Background: an optimization exercise with open tools, aiming at small area, a short achievable clock period and few clock cycles. Do not read the settings as production practice.
For this run, only the layout was checked, not whether the RTL still works.
No activity file was given, so power comes from the tool's default toggle rates.

==> design/flow/design.v <==
module thr_cmp #(parameter BS = 6, parameter [31:0] INIT = 32'hffffffff) (
    input  wire        clk,
    input  wire        restart,
    input  wire [16:0] x,        
    input  wire [13:0] k,
    input  wire        kx,       
    input  wire        ci,
    output wire        neg
);
    localparam NB = (32 + BS - 1) / BS;
    reg  [31:0]   acc;
    reg  [NB-2:0] cr;
    wire [31:0]   a  = restart ? INIT : acc;
    wire [31:0]   xe = {{15{x[16]}}, x};
    wire [31:0]   ke = {{18{kx}}, k};
    wire [31:0]   s  = a ^ xe ^ ke;
    wire [31:0]   c  = {(a[30:0] & xe[30:0]) | (a[30:0] & ke[30:0]) | (xe[30:0] & ke[30:0]), ci};
    wire [NB-1:0] bcin = restart ? {NB{1'b0}} : {cr, 1'b0};
    wire [NB-1:0] bco;
    wire [31:0]   sum;
    genvar j;
    generate for (j = 0; j < NB; j = j + 1) begin : blk
        localparam LO = j * BS;
        localparam W  = (LO + BS > 32) ? (32 - LO) : BS;
        wire [W:0] r = {1'b0, s[LO +: W]} + {1'b0, c[LO +: W]} + {{W{1'b0}}, bcin[j]};
        assign sum[LO +: W] = r[W-1:0];
        assign bco[j] = r[W];
    end endgenerate
    always @(posedge clk) begin
        acc <= sum;
        cr  <= bco[NB-2:0];
    end
    wire [NB-1:0] cp;
    assign cp[0] = 1'b0;
    generate for (j = 1; j < NB; j = j + 1) begin : res
        localparam LO = (j - 1) * BS;
        wire d = (j == 1) ? 1'b0 : cr[j-2];
        assign cp[j] = (d & cp[j-1]) ? (&acc[LO+1 +: BS-1]) : ((d | cp[j-1]) & (&acc[LO +: BS]));
    end endgenerate
    localparam TL = (NB - 1) * BS;
    wire dt = cr[NB-2];
    wire c31;
    generate if (TL >= 30) begin : top1
        assign c31 = (dt & cp[NB-1]) | ((dt | cp[NB-1]) & acc[30]);
    end else begin : topn
        assign c31 = (dt & cp[NB-1]) ? (&acc[30:TL+1]) : ((dt | cp[NB-1]) & (&acc[30:TL]));
    end endgenerate
    assign neg = acc[31] ^ c31;
endmodule
module line_decoder (
    input  wire               clk,
    input  wire               rst,
    input  wire               start,
    input  wire        [2:0]  cmd_scheme,
    input  wire        [15:0] cmd_ncells,
    input  wire signed [15:0] cmd_spb,
    input  wire        [11:0] cmd_fs,
    input  wire               s_valid,
    output wire               s_ready,
    input  wire signed [11:0] s_data,
    output reg                b_valid,
    output reg                b_bit,
    output reg                busy,
    output reg                done,
    output reg         [1:0]  res,
    output wire        [15:0] outlen
);
    localparam [2:0] SC_NRZL = 3'd0, SC_NRZI = 3'd1, SC_MAN = 3'd2, SC_DMAN = 3'd3,
                     SC_AMI  = 3'd4, SC_B8ZS = 3'd5, SC_HDB3 = 3'd6, SC_RSVD = 3'd7;
    localparam [1:0] RES_OK = 2'd0, RES_EMPTY = 2'd1, RES_INVALID = 2'd2, RES_UNSUP = 2'd3;
    reg  [15:0] n_l;
    reg  [13:0] h_l;         
    reg         f_nrzl, f_nrzi, f_man, f_dman, f_win, f_b8;
    reg  [13:0] tm;
    reg         tn1;
    assign outlen = n_l;
    reg         rdy;         
    reg         pass2;
    reg  [13:0] hc;          
    reg         hb;          
    reg  [15:0] kc;          
    assign s_ready = rdy;
    wire        take   = s_valid && rdy;
    wire        h_end  = (hc == 14'd1);
    wire        c_end  = h_end && hb;
    wire        k_last = (kc == 16'd1);
    reg  signed [11:0] x1;
    reg         v1;
    reg         s1_p2, s1_cfirst, s1_hfirst, s1_h2, s1_hend, s1_cend, s1_last;
    reg         nxt_cfirst, nxt_hfirst;    
    reg  signed [14:0] y5;
    reg         v2t, v2;
    reg         s2_cfirst, s2_hfirst, s2_h2, s2_hend, s2_cend, s2_last;
    wire        sub_ab;
    wire [16:0] x_c, x_ab;
    wire [13:0] k_a, k_b, k_c;
    wire        s3_rstab, s3_rstc;
    wire        neg_a, neg_b, neg_c;
    reg         v4_hend, v4_cend, v4_last;
    reg         ref_nz, ref_pos;     
    reg         dm_bit;              
    reg  [7:0]  w_pre, w_pol;        
    reg  [3:0]  w_cnt;
    reg  [3:0]  skip;                
    reg         lb_pos;
    reg         flush;
    wire [13:0] y_m  = y5[13:0] ^ {14{y5[14]}};
    wire        y_n  = y5[14];
    wire        y_gt = {y_m, y_n} > {tm, tn1};
    wire gt  = !neg_a;                   
    wire lt  =  neg_b;                   
    wire nz  = gt || lt;
    wire cgt = !neg_c;
    reg  line_bit;
    always @(*) begin
        if (f_nrzl)      line_bit = gt;
        else if (f_nrzi) line_bit = nz && ref_nz && (gt != ref_pos);
        else if (f_man)  line_bit = lt || (!gt && cgt);
        else if (f_dman) line_bit = dm_bit;
        else             line_bit = nz;
    end
    wire [3:0]  win_len  = f_b8 ? 4'd8 : 4'd4;
    wire        w_full   = (w_cnt == win_len);
    wire [2:0]  w_last   = f_b8 ? 3'd7 : 3'd3;
    wire        ex_pre   = w_pre[w_last];
    wire        ex_pol   = w_pol[w_last];
    wire        ex_bit   = ex_pre && (skip == 4'd0);
    wire        lb_eff   = (w_full && ex_pre) ? ex_pol : lb_pos;
    wire [7:0]  np_pre   = {w_pre[6:0], nz};
    wire [7:0]  np_pol   = {w_pol[6:0], gt};
    wire [3:0]  cnt_n    = w_full ? w_cnt : w_cnt + 4'd1;
    wire        test_en  = (cnt_n == win_len) && (skip <= 4'd1);
    wire b8_shape = !np_pre[7] && !np_pre[6] && !np_pre[5] && np_pre[4] &&
                     np_pre[3] && !np_pre[2] && np_pre[1] && np_pre[0];
    wire b8_pol   = (np_pol[4] == lb_eff) && (np_pol[3] != lb_eff) &&
                    (np_pol[1] != lb_eff) && (np_pol[0] == lb_eff);
    wire match8   = b8_shape && b8_pol;
    wire h_mid    = !np_pre[2] && !np_pre[1] && np_pre[0];
    wire t000v    = h_mid && !np_pre[3] && (np_pol[0] == lb_eff);
    wire tb00v    = h_mid &&  np_pre[3] && (np_pol[3] != lb_eff) && (np_pol[0] == np_pol[3]);
    wire match4   = t000v || tb00v;
    wire        match    = test_en && (f_b8 ? match8 : match4);
    wire [2:0]  fl_idx   = w_cnt[2:0] - 3'd1;
    wire        fl_bit   = w_pre[fl_idx] && (skip == 4'd0);
    always @(posedge clk) begin
        if (rst) begin
            busy    <= 1'b0;
            done    <= 1'b0;
            res     <= RES_OK;
            n_l     <= 16'd0;
            rdy     <= 1'b0;
            v1      <= 1'b0;
        end else begin
            v1  <= take;
            if (!busy) begin
                if (start) begin
                    done   <= 1'b0;
                    res    <= RES_OK;
                    n_l    <= 16'd0;
                    if (cmd_ncells == 16'd0) begin
                        res  <= RES_EMPTY;
                        done <= 1'b1;
                    end else if (cmd_spb <= 16'sd0 || cmd_spb[0]) begin
                        res  <= RES_INVALID;
                        done <= 1'b1;
                    end else if (cmd_scheme == SC_RSVD) begin
                        res  <= RES_UNSUP;
                        done <= 1'b1;
                    end else begin
                        busy <= 1'b1;
                        rdy  <= 1'b1;
                        n_l  <= cmd_ncells;
                    end
                end
            end else begin
                if (take && pass2 && c_end && k_last)
                    rdy <= 1'b0;
                if ((v4_cend && v4_last && !f_win) || (flush && w_cnt == 4'd1)) begin
                    busy <= 1'b0;
                    done <= 1'b1;
                end
            end
        end
    end
    always @(posedge clk) begin
        if (!busy) begin
            h_l    <= cmd_spb[14:1];
            f_nrzl <= (cmd_scheme == SC_NRZL);
            f_nrzi <= (cmd_scheme == SC_NRZI);
            f_man  <= (cmd_scheme == SC_MAN);
            f_dman <= (cmd_scheme == SC_DMAN);
            f_win  <= (cmd_scheme == SC_B8ZS) || (cmd_scheme == SC_HDB3);
            f_b8   <= (cmd_scheme == SC_B8ZS);
            hc     <= cmd_spb[14:1];
            hb     <= 1'b0;
            kc     <= cmd_ncells;
            pass2  <= 1'b0;
            nxt_cfirst <= 1'b1;
            nxt_hfirst <= 1'b0;
        end else if (take) begin
            if (h_end) begin
                hc <= h_l;
                hb <= !hb;
            end else begin
                hc <= hc - 14'd1;
            end
            if (c_end) begin
                if (k_last) begin
                    kc    <= n_l;
                    pass2 <= 1'b1;
                end else begin
                    kc <= kc - 16'd1;
                end
            end
            nxt_cfirst <= c_end;
            nxt_hfirst <= h_end && !hb;
        end
    end
    always @(posedge clk) begin
        x1        <= s_data;
        s1_p2     <= pass2;
        s1_cfirst <= nxt_cfirst;
        s1_hfirst <= nxt_hfirst;
        s1_h2     <= hb;
        s1_hend   <= h_end && !hb;
        s1_cend   <= c_end;
        s1_last   <= c_end && k_last;
    end
    always @(posedge clk) begin
        y5        <= {{3{x1[11]}}, x1} + {x1[11], x1, 2'b00};
        s2_cfirst <= s1_cfirst;
        s2_hfirst <= s1_hfirst;
        s2_h2     <= s1_h2;
        s2_hend   <= s1_hend;
        s2_cend   <= s1_cend;
        s2_last   <= s1_last;
    end
    always @(posedge clk) begin
        if (rst) begin
            v2t <= 1'b0;
            v2  <= 1'b0;
        end else begin
            v2t <= v1 && !s1_p2;
            v2  <= v1 && s1_p2;
        end
    end
    always @(posedge clk) begin
        if (!busy) begin
            tm  <= {2'b00, cmd_fs};
            tn1 <= 1'b0;
        end else if (v2t && y_gt) begin
            tm  <= y_m;
            tn1 <= y_n;
        end
    end
    assign sub_ab   = f_man && s2_h2;
    assign x_c      = v2 ? {y5, 2'b00} : 17'd0;
    assign x_ab     = sub_ab ? ~x_c : x_c;
    assign k_a      = (v2 && !sub_ab) ? ~tm : 14'd0;
    assign k_b      = (v2 && !sub_ab) ?  tm : 14'd0;
    assign k_c      = v2 ? ~tm : 14'd0;
    assign s3_rstab = v2 && (s2_cfirst || (f_dman && s2_hfirst));
    assign s3_rstc  = v2 && s2_cfirst;
    thr_cmp #(.INIT(32'hffffffff)) u_acc_a (.clk(clk), .restart(s3_rstab), .x(x_ab), .k(k_a),
        .kx(v2 && !sub_ab), .ci(v2 && (sub_ab || !tn1)), .neg(neg_a));
    thr_cmp #(.INIT(32'h00000000)) u_acc_b (.clk(clk), .restart(s3_rstab), .x(x_ab), .k(k_b),
        .kx(1'b0), .ci(v2 && (sub_ab || tn1)), .neg(neg_b));
    thr_cmp #(.INIT(32'hffffffff)) u_acc_c (.clk(clk), .restart(s3_rstc), .x(x_c), .k(k_c),
        .kx(v2), .ci(v2 && !tn1), .neg(neg_c));
    always @(posedge clk) begin
        v4_last <= s2_last;
    end
    always @(posedge clk) begin
        if (rst) begin
            v4_hend <= 1'b0;
            v4_cend <= 1'b0;
        end else begin
            v4_hend <= v2 && s2_hend;
            v4_cend <= v2 && s2_cend;
        end
    end
    always @(posedge clk) begin
        if (rst) begin
            b_valid <= 1'b0;
            b_bit   <= 1'b0;
            flush   <= 1'b0;
        end else begin
            b_valid <= 1'b0;
            b_bit   <= 1'b0;
            if (!busy) begin
                flush   <= 1'b0;
                ref_nz  <= 1'b0;
                ref_pos <= 1'b0;
                w_cnt   <= 4'd0;
                skip    <= 4'd0;
                lb_pos  <= 1'b0;
            end else begin
                if (v4_hend)
                    dm_bit <= nz && ref_nz && (gt == ref_pos);
                if (v4_cend) begin
                    if (!f_win) begin
                        b_valid <= 1'b1;
                        b_bit   <= line_bit;
                        if (f_nrzi && nz) begin
                            ref_nz  <= 1'b1;
                            ref_pos <= gt;
                        end
                        if (f_dman) begin
                            ref_nz  <= nz;
                            ref_pos <= gt;
                        end
                    end else begin
                        if (w_full) begin
                            b_valid <= 1'b1;
                            b_bit   <= ex_bit;
                        end
                        lb_pos <= lb_eff;
                        w_pre  <= np_pre;
                        w_pol  <= np_pol;
                        w_cnt  <= cnt_n;
                        if (match)
                            skip <= win_len;
                        else if (skip != 4'd0)
                            skip <= skip - 4'd1;
                        if (v4_last)
                            flush <= 1'b1;
                    end
                end else if (flush) begin
                    b_valid <= 1'b1;
                    b_bit   <= fl_bit;
                    w_cnt   <= w_cnt - 4'd1;
                    if (skip != 4'd0)
                        skip <= skip - 4'd1;
                    if (w_cnt == 4'd1)
                        flush <= 1'b0;
                end
            end
        end
    end
endmodule
==> design/flow/flow/run.sh <==
#!/bin/bash
# Standard layout, with timing repair aimed at a tighter setup target than the clock period.
set -euo pipefail
bash standard.sh SETUP_SLACK_MARGIN=8.7 CORE_UTILIZATION=60 PLACE_DENSITY=0.75 CTS_CLUSTER_SIZE=24 CTS_CLUSTER_DIAMETER=80 finish > standard_flow.log 2>&1
==> design/flow/standard.sh <==
#!/bin/bash
# synth_recipe.tcl (not shown) runs the flow's synth.tcl, then flattens the netlist and writes it again
# the make line also repeats each setting of config.mk as NAME=value (left out here)
make -C /OpenROAD-flow-scripts/flow DESIGN_CONFIG=/design/flow/config.mk WORK_HOME=/design/flow/orfs CLKGATE_MAP_FILE= SYNTH_SCRIPT=/design/flow/synth_recipe.tcl "${@:-finish}"
==> design/flow/config.mk <==
export PLATFORM = sky130hd
export DESIGN_NAME = line_decoder
export DESIGN_NICKNAME = line_decoder
export VERILOG_FILES = /design/flow/design.v
export SDC_FILE = /design/flow/constraint.sdc
export NUM_CORES = 4
export LEC_CHECK = 0
export CAP_MARGIN = 20
export CORE_MARGIN = 2
export CORE_UTILIZATION = 40
export PLACE_DENSITY = 0.6
export SLEW_MARGIN = 20
==> design/flow/constraint.sdc <==
create_clock -name core_clock -period 12.0 [get_ports {clk}]
set_input_delay 2.4000 -clock core_clock [delete_from_list [all_inputs] [get_ports {clk}]]
set_output_delay 2.4000 -clock core_clock [all_outputs]
set_load 0.01 [all_outputs]
==> flow_summary.yaml <==
outcome:
  outcome: "timing/DRC/antenna clean"
detailed_routing:
  drtIter0Drc: 869
  ant_nets: 0
  wl_um: 36800
  dr.pass1.iters: 5
  via_count: 12352
  drc: 0
  avgRoutedWirePerCell_um: 16.2
  viasPerCell: 5.45
synth:
  synth-edff-count: 90
  ys_types: 81
  ys_ff_latch: 278
  netlist_area_um2: 17200
  syn_area_per_cell_um2: 9.91
  synth_nets: 2041
  ys_async_sr_fraction: 0
  synthFlopType: "dfxtp_1"
  seq_area_frac_synth: 0.375
  synthCells: 1741
  yosys_warnings: 3
sta:
  fin_skew_ps: 39.1
  layout_min_cycle_time_ps: 3410
  drv_slew: 0
  relSlewSlack: 0.468
  finalCritPeriodShare: 0.284
  grt_setup_unrepaired: "true"
  final_hold_viol_count: 0
  max_freq_mhz: 293
  tightest_slew_ps: 796
  fin_setup_tns_ps: 0
  finalSetupViolations: 0
cells_and_area:
  layout_common_cells: "165 x dfxtp_1, 161 x inv_1, 161 x nor2_1, 149 x ha_1, 105 x nand2_1"
  area_growth_pct: 16.0
  design_area_um2: 20000
  n_antenna_cell: 0
  final_common_cell: "dfxtp_1"
  layout.nets: 2172
  fillerInstances: 2141
  drive_gt1_frac: 0.134
critical_path:
  cpPeakStageDelay_ps: 370
  path_class: "register to output pin"
  crit_path_cell_trace: "buf_6"
  critPathCaptureType: "output pin"
  cp.arrival_ps: 1010
  cp_max_fo: 2
  cp_top_family: "flip-flops"
  required_ps: 9600
  startpoint_type: "register"
  crit_slowest_cell: "dfxtp_2"
  crit_buf_inv: 1
clock_tree:
  cts_tree: "yes"
  clk_pin_slew_ps: 100
  cts_sinks: 278
  hold_buffers: 0
  cts.path.max_buffers: 3
  cts_buffers: 17
  cts_max_level: 1
  cts_root_buffer: "clkbuf_16"
  worst_skew_pair.late_latency_ps: 530
min_path:
  hold_class: "register to register"
global_routing:
  grt_overflow_total: 0
  grt_pass1_vias: 12411
  antenna_found_initial: 1
  grt_util_all_layers: 0.241
  grt_pass1_wl_um: 60200
  grt_start_max_net_pins: 69
run:
  maxCapViolCount: 0
power_and_ir_drop:
  ir_drop_mv: 0.114
  p_per_area_nw_per_um2: 92.9
  p_leak_nw: 9.68
die:
  fp.dieW_um: 174
  ios: 86
  start_util: 0.606
  core_area_um2: 28500
  dieArea_um2: 30100
  die_h_um: 174
  fp-row-count: 62
placement:
  routabilityCongestion: 0.848
  port_buffers: 85
  place_area_um2: 18600
  hpwl_um: 25800
-- metrics by stage --
stage           util  std cells  hold WS (ps)  setup WS (ps)  total power, mW
4_1_cts        0.689       2227           328           8580             1.87
2_1_floorplan      -       1741           310           8330             1.17
3_3_place_gp   0.653       2169           310           7130             1.23
5_1_grt        0.703       2267           338           8570             1.93
3_5_place_dp   0.653       2169           312           7040             1.24
6_report       0.703       2267           323           8590             1.86
-- path summary, 6_finish.rpt --
check,startpoint,end,slack (ps),depth (start not counted)
max reg2reg,f_man,u_acc_a.cr[3],8870,15
min,s1_hfirst,s2_hfirst,320,0
min reg2reg,s1_hfirst,s2_hfirst,320,0
max,n_l[3],outlen[3],8590,1
-- kinds of logic (layout without fill, tap and decap cells) --
kind of cell	count (synthesis)	count (layout)	synth area share
fa+ha+maj	237	237	0.210
flops	278	278	0.375
simple gates	532	535	0.155
buf+inv	220	359	0.0492
mux	29	29	0.0199
xor+xnor	151	151	0.0767
compound gates	294	294	0.114
-- per-layer routing --
metal | part of all wire | GRT usage | wire, µm | vias to the layer above
met1 | 0.46 | 0.332 | 16800 | 5924
met5 | 0.00019 | 0 | 7 | -
met2 | 0.48 | 0.412 | 17700 | 236
li1 | - | - | - | 6133
met3 | 0.038 | 0.0235 | 1410 | 57
met4 | 0.022 | 0.0611 | 826 | 2
-- area by class of cell --
cell class	count	area, µm²	area share
multi-input combinational	1246	10300	0.514
sequential	278	6500	0.325
timing repair buffer	162	1570	0.0784
inverter	167	649	0.0325
tap	384	480	0.0240
clock buffer	23	458	0.0229
clock inverter	7	71.3	0.00357
-- report_power, final --
part | internal (mW) | switching, mW | total [mW]
registers | 1.01 | 0.0333 | 1.04
logic | 0.0908 | 0.101 | 0.191
clock network | 0.283 | 0.341 | 0.623
total | 1.38 | 0.475 | 1.86
-- repair_timing --
action | in CTS | in global routing
pin swaps | 13 | 15
setup endpoints to repair | 142 | 85
buffers inserted | 23 | 36
gates cloned | 5 | 4
gates resized for setup | 216 | 43
-- sequential cells by signal, summed over array words and instances, names as in the netlist, 2 cells and up --
register	count
u_acc_a.acc	32
u_acc_b.acc	32
u_acc_c.acc	32
kc	16
n_l	16
y5	15
h_l	14
hc	14
tm	14
x1	12
w_pol	8
w_pre	8
u_acc_a.cr	5
u_acc_b.cr	5
u_acc_c.cr	5
skip	4
w_cnt	4
res	2
-- synthesized netlist by cell type, drive strengths merged (3+ instances only) --
library cell	number	area, µm²
nand2	114	444
or4	6	48.8
a21boi	5	37.5
o31ai	5	51.3
o211ai	11	82.6
a22oi	16	134
o21ai	52	268
or3	8	50.1
and3	9	56.3
or2	4	25.0
mux2	22	248
a211oi	13	110
o211a	3	30.0
edfxtp	90	2700
a31oi	4	25.0
buf	13	68.8
fa	88	1760
dfxtp	188	3760
o21a	6	45.0
nor3b	8	60.1
and2	32	200
a221oi	3	38.8
nor2b	26	163
inv	166	626
clkbuf	40	150
nand2b	79	494
nor4	14	93.8
nand3	25	125
mux2i	5	50.1
nor3	22	115
ha	149	1860
o21bai	12	90.1
and3b	4	35.0
nand4	9	56.3
xor2	64	561
o2111ai	3	26.3
a21oi	85	425
a21o	61	458
xnor2	87	762
nor2	162	608

==> afterwards: timing with drivers on the ports <==
In the flow no input, the clock included, has a driving cell. The finished layout below was timed again as built, in two steps.
Step 1: set_driving_cell puts a clkbuf_16 on clk and a buf_2 on each other input, an assumption about the parent block.
Step 2 moves the port delays by t, midway between the first and last clock arrival at a register: inputs arrive t later, outputs are due t later. That takes back most of the time a late clock gives input paths.
a / b / c = no drivers / after step 1 / after step 2; a / b = the first two.
shift t [ns]: 0.560
slack for setup (ns): 8.588 / 8.538 / 8.160
clock arrival spread, ns: 0.039 / 0.039
worst register clock-pin slew, ns: 0.10 / 0.10
cell pins on the clock port's net: 1
After both steps setup and hold are still met in this run. The setup slack of this run moves by -0.050 ns with the drivers and by -0.428 ns with both steps.
